This is an optimization exercise on Yosys and OpenROAD, whose aim is small area, a short achievable clock period and few clock cycles per item, not a production implementation. In this exercise RTL edits were held to simulation tests only and were not proved equivalent to the original.

==> run G: inputs <==
==> flow/design.v (excerpt) <==
module sfn_fau (
    input  wire        clk,
    input  wire        rst,       
    input  wire        start,     
    input  wire [7:0]  opc,
    input  wire [30:0] q,         
    input  wire [31:0] a0,
    input  wire [31:0] a1,
    input  wire [31:0] b0,
    input  wire [31:0] b1,
    output wire        ready,
    output reg         done,
    output reg  [3:0]  err,
    output wire [30:0] res0,
    output wire [30:0] res1
);
clock: 11.0 ns
lec_check: 0
cap_margin: 20
core_margin: 2
core_utilization: 35
setup_slack_margin: 4.5
slew_margin: 20
run.sh (not shown) runs the stock make flow with config.mk's settings and CLKGATE_MAP_FILE= SYNTH_SCRIPT=/design/flow/synth_recipe.tcl, a recipe that flattens the netlist after the stock synthesis.
==> run Z: changes against run G <==
- CORE_UTILIZATION: 35 -> 45
==> run C: changes against run G <==
--- a/flow/design.v
+++ b/flow/design.v
@@ -393,33 +393,34 @@
         S_IDLE = 6'd0,  S_CHK  = 6'd1,                  S_WR1  = 6'd3,
         S_FM1  = 6'd4,  S_FM2  = 6'd5,  S_FM3  = 6'd6,
         S_KM1  = 6'd7,                  S_KM2  = 6'd9,  S_KM3  = 6'd10,
         S_KM4  = 6'd11, S_KM5  = 6'd12,                 S_KM6  = 6'd14,
         S_KM7  = 6'd15,                 S_KM8  = 6'd17, S_KM9  = 6'd18,
         S_I1   = 6'd19, S_I2   = 6'd20, S_I3   = 6'd21, S_I3B  = 6'd22,
         S_I4   = 6'd23, S_I5   = 6'd24, S_I6   = 6'd25, S_I7   = 6'd26,
         S_I8   = 6'd27,
-        S_GW   = 6'd28,                 S_GMW  = 6'd30, S_FX0  = 6'd31,
+        S_GW   = 6'd28, S_GM   = 6'd29, S_GMW  = 6'd30, S_FX0  = 6'd31,
         S_FX1  = 6'd32,
         S_PRE1 = 6'd48, S_PRE2 = 6'd49,
         S_SQ0  = 6'd33, S_POW  = 6'd34, S_SQ1  = 6'd35, S_SQ2  = 6'd36,
         S_R5   = 6'd37, S_R6   = 6'd38, S_R6B  = 6'd39, S_R6C  = 6'd40,
         S_R7   = 6'd41, S_R8   = 6'd42, S_R8B  = 6'd43, S_R8C  = 6'd44,
         S_R9   = 6'd45, S_R10  = 6'd46, S_FIN  = 6'd47;
     reg [5:0]  st, pret, gret;
     reg        rdy;
     reg [7:0]  op;
     reg [30:0] qr;
     reg [32:0] q3r;
     reg [3:0]  qpr;
     reg [31:0] x0, x1, x2, x3;
     reg [30:0] z;                
     reg [5:0]  zsk;              
     reg [4:0]  tbr;              
+    reg [4:0]  qtop;             
     assign ready = rdy;
     assign res0  = x0[30:0];
     assign res1  = x1[30:0];
     wire [30:0] w0 = x0[30:0], w1 = x1[30:0], w2 = x2[30:0], w3 = x3[30:0];
     function [3:0] qpf(input [3:0] qq);
         case (qq[3:1])
         3'd0: qpf = 4'd15;   
         3'd1: qpf = 4'd5;    
@@ -548,19 +549,18 @@
     wire [30:0] hz  = hz2 ? hzs[32:2] : hzs[31:1];
     wire [32:0] d1 = {1'b0, u, 1'b0} - {2'b0, qr};
     wire [30:0] u2 = d1[32] ? {u[29:0], 1'b0} : d1[30:0];
     wire [32:0] d2 = {1'b0, u2, 1'b0} - {2'b0, qr};
     wire [30:0] u4 = d2[32] ? {u2[29:0], 1'b0} : d2[30:0];
     wire        dbl_done = (gm == G_DBL) && (gcnt == 6'd0);
     wire        jdone = (gm == G_JAC) && gstop;
     wire        jsq   = uz || !jt;
-    wire        dgo = (st == S_IDLE) && start && (opc == OP_FMUL || opc == OP_F2MUL);
-    wire [4:0]  qtop = topbit({1'b0, q});                   
-    wire [6:0]  ndbl = ((opc == OP_FMUL) ? 7'd48 : 7'd64) - {2'b0, qtop};
+    reg         dgo;
+    wire [6:0]  ndbl = ((op == OP_FMUL) ? 7'd48 : 7'd64) - {2'b0, qtop};
     wire [30:0] dbl0 = ndbl[0] ? (31'd1 << (qtop - 5'd1)) : (31'd1 << qtop);
     wire [5:0]  dcyc = ndbl[6:1] + {5'd0, ndbl[0]};
     reg         g_div, g_jac, g_off;
     reg  [1:0]  g_src;                    
     reg         g_za1;                    
     reg  [4:0]  pi;
     reg  [1:0]  pp;
     reg         pdone, pfirst, eb0, eb1, pwin, pbase, prib;
@@ -712,37 +712,31 @@
         S_I5: begin
             mgo = 1'b1; ma_sel = 3'd0; mb_sel = 3'd2; nst = S_I6;
         end
         S_I6: if (mrv) begin
             mgo = 1'b1; ma_sel = 3'd1; mb_sel = 3'd2; wx0 = 3'd2; nst = S_I7;
         end
         S_I7: if (mrv) begin wx1 = 3'd2; nst = S_I8; end
         S_I8: begin wx1 = 3'd1; d_done = 1'b1; nst = S_IDLE; end                         
-        S_GW: if (gstop) begin
-            mgo = 1'b1; ma_sel = u1 ? 3'd3 : 3'd2; mb_sel = 3'd5; nst = S_GMW;
+        S_GW: if (gstop) nst = S_GM;
+        S_GM: begin
+            mgo = 1'b1; ma_sel = gsel ? 3'd2 : 3'd3; mb_sel = 3'd5; nst = S_GMW;
         end
         S_GMW: if (mrv) begin
             if (fxd) wx2 = 3'd2; else wx0 = 3'd2;
-            if (gsel || zsk != 6'd0) nst = S_FX0;
-            else if (gret == S_FIN) begin d_done = 1'b1; nst = S_IDLE; end
-            else nst = gret;
+            nst = (gsel || zsk != 6'd0) ? S_FX0 : gret;
         end
         S_FX0: begin                                                                      
             if (fxd) wx2 = 3'd1; else wx0 = 3'd1;
-            if (zsk != 6'd0) nst = S_FX1;
-            else if (fret == S_FIN) begin d_done = 1'b1; nst = S_IDLE; end
-            else nst = fret;
+            nst = (zsk == 6'd0) ? fret : S_FX1;
         end
         S_FX1: begin                                                                      
             if (fxd) wx2 = 3'd1; else wx0 = 3'd1;
-            if (zsk == 6'd1) begin
-                if (fret == S_FIN) begin d_done = 1'b1; nst = S_IDLE; end
-                else nst = fret;
-            end
+            if (zsk == 6'd1) nst = fret;
         end
         S_SQ0: begin
             g_jac = 1'b1; g_src = 2'd0;
             p_start = 1'b1; p_b = 1'b0; p_ret = S_SQ1;
             p_jact = (op == OP_FSQRT) ? 2'd1 : 2'd0;
         end
         S_SQ1: begin
             mgo = 1'b1; mshort = 1'b1; ma_r = !prib; ma_sel = 3'd0; nst = S_SQ2;
@@ -814,31 +808,30 @@
         default: nst = S_IDLE;
         endcase
         if (p_start) begin
             if (tbr == 5'd0)
                 nst = p_ret;
             else if (win) begin                                          
                 mgo = 1'b1; ma_sel = p_b ? 3'd2 : 3'd0; mb_sel = p_b ? 3'd2 : 3'd0;
                 nst = S_PRE1;
-            end else begin                                               
-                mgo = 1'b1; ma_sel = p_b ? 3'd2 : 3'd0; mb_sel = p_b ? 3'd2 : 3'd0;
+            end else
                 nst = S_POW;
-            end
         end
         if (g_div) begin
             wx2 = 3'd3; wx3 = 3'd4;
         end
     end
     always @(posedge clk) begin
         if (rst) begin
             st   <= S_IDLE;
             rdy  <= 1'b1;
             done <= 1'b0;
             gm   <= G_OFF;
+            dgo  <= 1'b0;
         end else begin
             done <= d_done;
             if (d_done) err <= d_err;
             fr <= fuc((st == S_IDLE) ? S_CHK : nst, (st == S_IDLE) ? opc : op,
                       set_fx ? n_fxd : fxd, (st == S_GW) ? !u1 : gsel);
             if (st == S_IDLE) begin
                 if (start) begin
                     op  <= opc; qr <= q; qpr <= qpf(q[3:0]);
@@ -877,17 +870,19 @@
                 3'd3: x3 <= x2;
                 3'd4: x3 <= 32'd1;
                 3'd5: x3 <= {1'b0, csum};
                 3'd6: x3 <= {x3[30:0], 1'b0};
                 3'd7: x3 <= {x3[29:0], 2'b0};
                 default: ;
                 endcase
             end
+            dgo <= (st == S_CHK) && (op == OP_FMUL || op == OP_F2MUL);
             if (st == S_CHK) begin
+                qtop <= topbit({1'b0, qr});
                 q3r  <= {2'b00, qr} + {1'b0, qr, 1'b0};
                 tbr  <= topbit(qp1) - 5'd2;
             end
             if (set_gret) gret <= n_gret;
             if (set_fx) begin fret <= n_fret; fxd <= n_fxd; end
             if (g_div) begin
                 z   <= g_za1 ? w1 : 31'd1;
                 zsk <= g_za1 ? 6'd31 : 6'd32;
@@ -905,31 +900,22 @@
                 zsk <= zsk - 6'd1;
             end
             if (p_start) begin
                 pbase  <= p_b;
                 jact   <= p_jact;
                 pret   <= p_ret;
                 prib   <= (tbr == 5'd0);
                 pwin   <= win;
-                if (win) begin
-                    pi     <= tbm1;
-                    eb0    <= esh[tbm1];
-                    eb1    <= (tbm1 != 5'd0) && esh[tbm2];
-                    pdone  <= 1'b0;
-                    pp     <= 2'd0;
-                    pfirst <= 1'b1;
-                end else begin           
-                    pi     <= tbm2;
-                    eb0    <= esh[tbm2];
-                    eb1    <= (tbm2 != 5'd0) && esh[tbr - 5'd3];
-                    pdone  <= (tbm1 == 5'd0);
-                    pp     <= esh[tbm1] ? 2'd1 : 2'd0;
-                    pfirst <= 1'b0;
-                end
+                pi     <= tbm1;
+                eb0    <= esh[tbm1];
+                eb1    <= (tbm1 != 5'd0) && esh[tbm2];
+                pdone  <= 1'b0;
+                pp     <= 2'd0;
+                pfirst <= 1'b1;
             end else if (st == S_PRE2 && mrv) begin
                 if (eb0) begin                   
                     pfirst <= 1'b0;
                     pdone  <= (pi == 5'd0);
                     pi     <= pim1;
                     eb0    <= esh[pim1];
                     eb1    <= (pim1 != 5'd0) && esh[pim2];
                 end
- CORE_UTILIZATION: 35 -> 45
- SETUP_SLACK_MARGIN: 4.5 -> 4
==> run B: changes against run G <==
--- a/flow/design.v
+++ b/flow/design.v
@@ -393,33 +393,34 @@
         S_IDLE = 6'd0,  S_CHK  = 6'd1,                  S_WR1  = 6'd3,
         S_FM1  = 6'd4,  S_FM2  = 6'd5,  S_FM3  = 6'd6,
         S_KM1  = 6'd7,                  S_KM2  = 6'd9,  S_KM3  = 6'd10,
         S_KM4  = 6'd11, S_KM5  = 6'd12,                 S_KM6  = 6'd14,
         S_KM7  = 6'd15,                 S_KM8  = 6'd17, S_KM9  = 6'd18,
         S_I1   = 6'd19, S_I2   = 6'd20, S_I3   = 6'd21, S_I3B  = 6'd22,
         S_I4   = 6'd23, S_I5   = 6'd24, S_I6   = 6'd25, S_I7   = 6'd26,
         S_I8   = 6'd27,
-        S_GW   = 6'd28,                 S_GMW  = 6'd30, S_FX0  = 6'd31,
+        S_GW   = 6'd28, S_GM   = 6'd29, S_GMW  = 6'd30, S_FX0  = 6'd31,
         S_FX1  = 6'd32,
         S_PRE1 = 6'd48, S_PRE2 = 6'd49,
         S_SQ0  = 6'd33, S_POW  = 6'd34, S_SQ1  = 6'd35, S_SQ2  = 6'd36,
         S_R5   = 6'd37, S_R6   = 6'd38, S_R6B  = 6'd39, S_R6C  = 6'd40,
         S_R7   = 6'd41, S_R8   = 6'd42, S_R8B  = 6'd43, S_R8C  = 6'd44,
         S_R9   = 6'd45, S_R10  = 6'd46, S_FIN  = 6'd47;
     reg [5:0]  st, pret, gret;
     reg        rdy;
     reg [7:0]  op;
     reg [30:0] qr;
     reg [32:0] q3r;
     reg [3:0]  qpr;
     reg [31:0] x0, x1, x2, x3;
     reg [30:0] z;                
     reg [5:0]  zsk;              
     reg [4:0]  tbr;              
+    reg [4:0]  qtop;             
     assign ready = rdy;
     assign res0  = x0[30:0];
     assign res1  = x1[30:0];
     wire [30:0] w0 = x0[30:0], w1 = x1[30:0], w2 = x2[30:0], w3 = x3[30:0];
     function [3:0] qpf(input [3:0] qq);
         case (qq[3:1])
         3'd0: qpf = 4'd15;   
         3'd1: qpf = 4'd5;    
@@ -548,19 +549,18 @@
     wire [30:0] hz  = hz2 ? hzs[32:2] : hzs[31:1];
     wire [32:0] d1 = {1'b0, u, 1'b0} - {2'b0, qr};
     wire [30:0] u2 = d1[32] ? {u[29:0], 1'b0} : d1[30:0];
     wire [32:0] d2 = {1'b0, u2, 1'b0} - {2'b0, qr};
     wire [30:0] u4 = d2[32] ? {u2[29:0], 1'b0} : d2[30:0];
     wire        dbl_done = (gm == G_DBL) && (gcnt == 6'd0);
     wire        jdone = (gm == G_JAC) && gstop;
     wire        jsq   = uz || !jt;
-    wire        dgo = (st == S_IDLE) && start && (opc == OP_FMUL || opc == OP_F2MUL);
-    wire [4:0]  qtop = topbit({1'b0, q});                   
-    wire [6:0]  ndbl = ((opc == OP_FMUL) ? 7'd48 : 7'd64) - {2'b0, qtop};
+    reg         dgo;
+    wire [6:0]  ndbl = ((op == OP_FMUL) ? 7'd48 : 7'd64) - {2'b0, qtop};
     wire [30:0] dbl0 = ndbl[0] ? (31'd1 << (qtop - 5'd1)) : (31'd1 << qtop);
     wire [5:0]  dcyc = ndbl[6:1] + {5'd0, ndbl[0]};
     reg         g_div, g_jac, g_off;
     reg  [1:0]  g_src;                    
     reg         g_za1;                    
     reg  [4:0]  pi;
     reg  [1:0]  pp;
     reg         pdone, pfirst, eb0, eb1, pwin, pbase, prib;
@@ -712,37 +712,31 @@
         S_I5: begin
             mgo = 1'b1; ma_sel = 3'd0; mb_sel = 3'd2; nst = S_I6;
         end
         S_I6: if (mrv) begin
             mgo = 1'b1; ma_sel = 3'd1; mb_sel = 3'd2; wx0 = 3'd2; nst = S_I7;
         end
         S_I7: if (mrv) begin wx1 = 3'd2; nst = S_I8; end
         S_I8: begin wx1 = 3'd1; d_done = 1'b1; nst = S_IDLE; end                         
-        S_GW: if (gstop) begin
-            mgo = 1'b1; ma_sel = u1 ? 3'd3 : 3'd2; mb_sel = 3'd5; nst = S_GMW;
+        S_GW: if (gstop) nst = S_GM;
+        S_GM: begin
+            mgo = 1'b1; ma_sel = gsel ? 3'd2 : 3'd3; mb_sel = 3'd5; nst = S_GMW;
         end
         S_GMW: if (mrv) begin
             if (fxd) wx2 = 3'd2; else wx0 = 3'd2;
-            if (gsel || zsk != 6'd0) nst = S_FX0;
-            else if (gret == S_FIN) begin d_done = 1'b1; nst = S_IDLE; end
-            else nst = gret;
+            nst = (gsel || zsk != 6'd0) ? S_FX0 : gret;
         end
         S_FX0: begin                                                                      
             if (fxd) wx2 = 3'd1; else wx0 = 3'd1;
-            if (zsk != 6'd0) nst = S_FX1;
-            else if (fret == S_FIN) begin d_done = 1'b1; nst = S_IDLE; end
-            else nst = fret;
+            nst = (zsk == 6'd0) ? fret : S_FX1;
         end
         S_FX1: begin                                                                      
             if (fxd) wx2 = 3'd1; else wx0 = 3'd1;
-            if (zsk == 6'd1) begin
-                if (fret == S_FIN) begin d_done = 1'b1; nst = S_IDLE; end
-                else nst = fret;
-            end
+            if (zsk == 6'd1) nst = fret;
         end
         S_SQ0: begin
             g_jac = 1'b1; g_src = 2'd0;
             p_start = 1'b1; p_b = 1'b0; p_ret = S_SQ1;
             p_jact = (op == OP_FSQRT) ? 2'd1 : 2'd0;
         end
         S_SQ1: begin
             mgo = 1'b1; mshort = 1'b1; ma_r = !prib; ma_sel = 3'd0; nst = S_SQ2;
@@ -814,31 +808,30 @@
         default: nst = S_IDLE;
         endcase
         if (p_start) begin
             if (tbr == 5'd0)
                 nst = p_ret;
             else if (win) begin                                          
                 mgo = 1'b1; ma_sel = p_b ? 3'd2 : 3'd0; mb_sel = p_b ? 3'd2 : 3'd0;
                 nst = S_PRE1;
-            end else begin                                               
-                mgo = 1'b1; ma_sel = p_b ? 3'd2 : 3'd0; mb_sel = p_b ? 3'd2 : 3'd0;
+            end else
                 nst = S_POW;
-            end
         end
         if (g_div) begin
             wx2 = 3'd3; wx3 = 3'd4;
         end
     end
     always @(posedge clk) begin
         if (rst) begin
             st   <= S_IDLE;
             rdy  <= 1'b1;
             done <= 1'b0;
             gm   <= G_OFF;
+            dgo  <= 1'b0;
         end else begin
             done <= d_done;
             if (d_done) err <= d_err;
             fr <= fuc((st == S_IDLE) ? S_CHK : nst, (st == S_IDLE) ? opc : op,
                       set_fx ? n_fxd : fxd, (st == S_GW) ? !u1 : gsel);
             if (st == S_IDLE) begin
                 if (start) begin
                     op  <= opc; qr <= q; qpr <= qpf(q[3:0]);
@@ -877,17 +870,19 @@
                 3'd3: x3 <= x2;
                 3'd4: x3 <= 32'd1;
                 3'd5: x3 <= {1'b0, csum};
                 3'd6: x3 <= {x3[30:0], 1'b0};
                 3'd7: x3 <= {x3[29:0], 2'b0};
                 default: ;
                 endcase
             end
+            dgo <= (st == S_CHK) && (op == OP_FMUL || op == OP_F2MUL);
             if (st == S_CHK) begin
+                qtop <= topbit({1'b0, qr});
                 q3r  <= {2'b00, qr} + {1'b0, qr, 1'b0};
                 tbr  <= topbit(qp1) - 5'd2;
             end
             if (set_gret) gret <= n_gret;
             if (set_fx) begin fret <= n_fret; fxd <= n_fxd; end
             if (g_div) begin
                 z   <= g_za1 ? w1 : 31'd1;
                 zsk <= g_za1 ? 6'd31 : 6'd32;
@@ -905,31 +900,22 @@
                 zsk <= zsk - 6'd1;
             end
             if (p_start) begin
                 pbase  <= p_b;
                 jact   <= p_jact;
                 pret   <= p_ret;
                 prib   <= (tbr == 5'd0);
                 pwin   <= win;
-                if (win) begin
-                    pi     <= tbm1;
-                    eb0    <= esh[tbm1];
-                    eb1    <= (tbm1 != 5'd0) && esh[tbm2];
-                    pdone  <= 1'b0;
-                    pp     <= 2'd0;
-                    pfirst <= 1'b1;
-                end else begin           
-                    pi     <= tbm2;
-                    eb0    <= esh[tbm2];
-                    eb1    <= (tbm2 != 5'd0) && esh[tbr - 5'd3];
-                    pdone  <= (tbm1 == 5'd0);
-                    pp     <= esh[tbm1] ? 2'd1 : 2'd0;
-                    pfirst <= 1'b0;
-                end
+                pi     <= tbm1;
+                eb0    <= esh[tbm1];
+                eb1    <= (tbm1 != 5'd0) && esh[tbm2];
+                pdone  <= 1'b0;
+                pp     <= 2'd0;
+                pfirst <= 1'b1;
             end else if (st == S_PRE2 && mrv) begin
                 if (eb0) begin                   
                     pfirst <= 1'b0;
                     pdone  <= (pi == 5'd0);
                     pi     <= pim1;
                     eb0    <= esh[pim1];
                     eb1    <= (pim1 != 5'd0) && esh[pim2];
                 end
- SETUP_SLACK_MARGIN: 4.5 -> 2.5
==> run notes <==
| quantity | run G | run Z | run B | run C |
|---|---|---|---|---|
| Outcome | no timing/DRC/antenna violations | no timing/DRC/antenna violations | no timing/DRC/antenna violations | no timing/DRC/antenna violations |
| Hold Worst Slack | 0.4764 ns | 0.4732 ns | 0.4912 ns | 0.4717 ns |
| Slowest CP cell | sky130_fd_sc_hd__fa_2 | sky130_fd_sc_hd__fa_2 | sky130_fd_sc_hd__mux2_2 | sky130_fd_sc_hd__a41o_1 |
| Fraction of final layout cells with drive strength greater than 1 | 17.09% | 16.72% | 9.578% | 15.10% |
| Number of enable flip-flop cells after synthesis | 482 | 482 | 487 | 487 |
| Global routing met1 resource utilization | 48.65% | 57.51% | 44.70% | 59.89% |
| Clk pin slew, worst setup/hold paths | 0.08 ns | 0.06 ns | 0.06 ns | 0.06 ns |
| Min Clock Period, post-route | 7.315 ns | 7.136 ns | 8.367 ns | 7.126 ns |
| Fraction of met3 tracks used by global routing | 13.44% | 18.88% | 9.770% | 14.77% |
| Switching Fraction | 43.68% | 43.20% | 43.36% | 43.84% |
| Peak fanout along the critical path | 8 | 7 | 20 | 13 |
| Detailed Routing Iterations Pass 1 | 14 | 17 | 12 | 14 |
| Global-route wire length before repair | 628.3 mm | 594.3 mm | 551.0 mm | 572.4 mm |
| TritonCTS Sinks | 494 | 494 | 500 | 500 |
| Number of multi-input combinational cells | 7279 | 7277 | 7234 | 7239 |
| Buffering stage count on the worst path with inverters included | 4 | 6 | 4 | 6 |
| Cell area after synthesis | 0.07733 mm2 | 0.07733 mm2 | 0.07646 mm2 | 0.07646 mm2 |
| Worst reg2reg setup slack | 3.69 ns | 3.86 ns | 2.63 ns | 3.87 ns |
| DR vias/cell | 6.638 | 7.007 | 6.445 | 6.937 |
Testbench counts of run G, summed over its fixed seeds: cycles 63,893, ops 1,600.
Testbench counts of run Z, summed over its fixed seeds: cycles 63,893, ops 1,600.
Testbench counts of run C, summed over its fixed seeds: cycles 65,694, ops 1,600.
Testbench counts of run B, summed over its fixed seeds: cycles 65,694, ops 1,600.

==> port drivers added, routing unchanged <==
No port has a modelled driver above. Below, the same layouts with a new extraction and two added sets of constraints. Step 1, drivers: a clkbuf_16 drives clk and a buf_2 each remaining input, both assumed. Step 2, shift: input delay + t, output delay - t, t = (earliest + latest rising clock arrival at the registers) / 2. This alone moves slack from input paths to output paths. Slacks: ideal / step 1 / step 2; pairs: ideal / step 1.
run	t, ns	slack for setup (ns)	pins driven straight from the clock port
run G	0.846	3.685 / 3.685 / 3.685	1
run Z	0.814	3.864 / 3.864 / 3.864	1
run C	0.845	3.874 / 3.874 / 3.874	1
run B	0.811	2.633 / 2.633 / 2.633	1
After both steps every run listed still meets setup and hold.
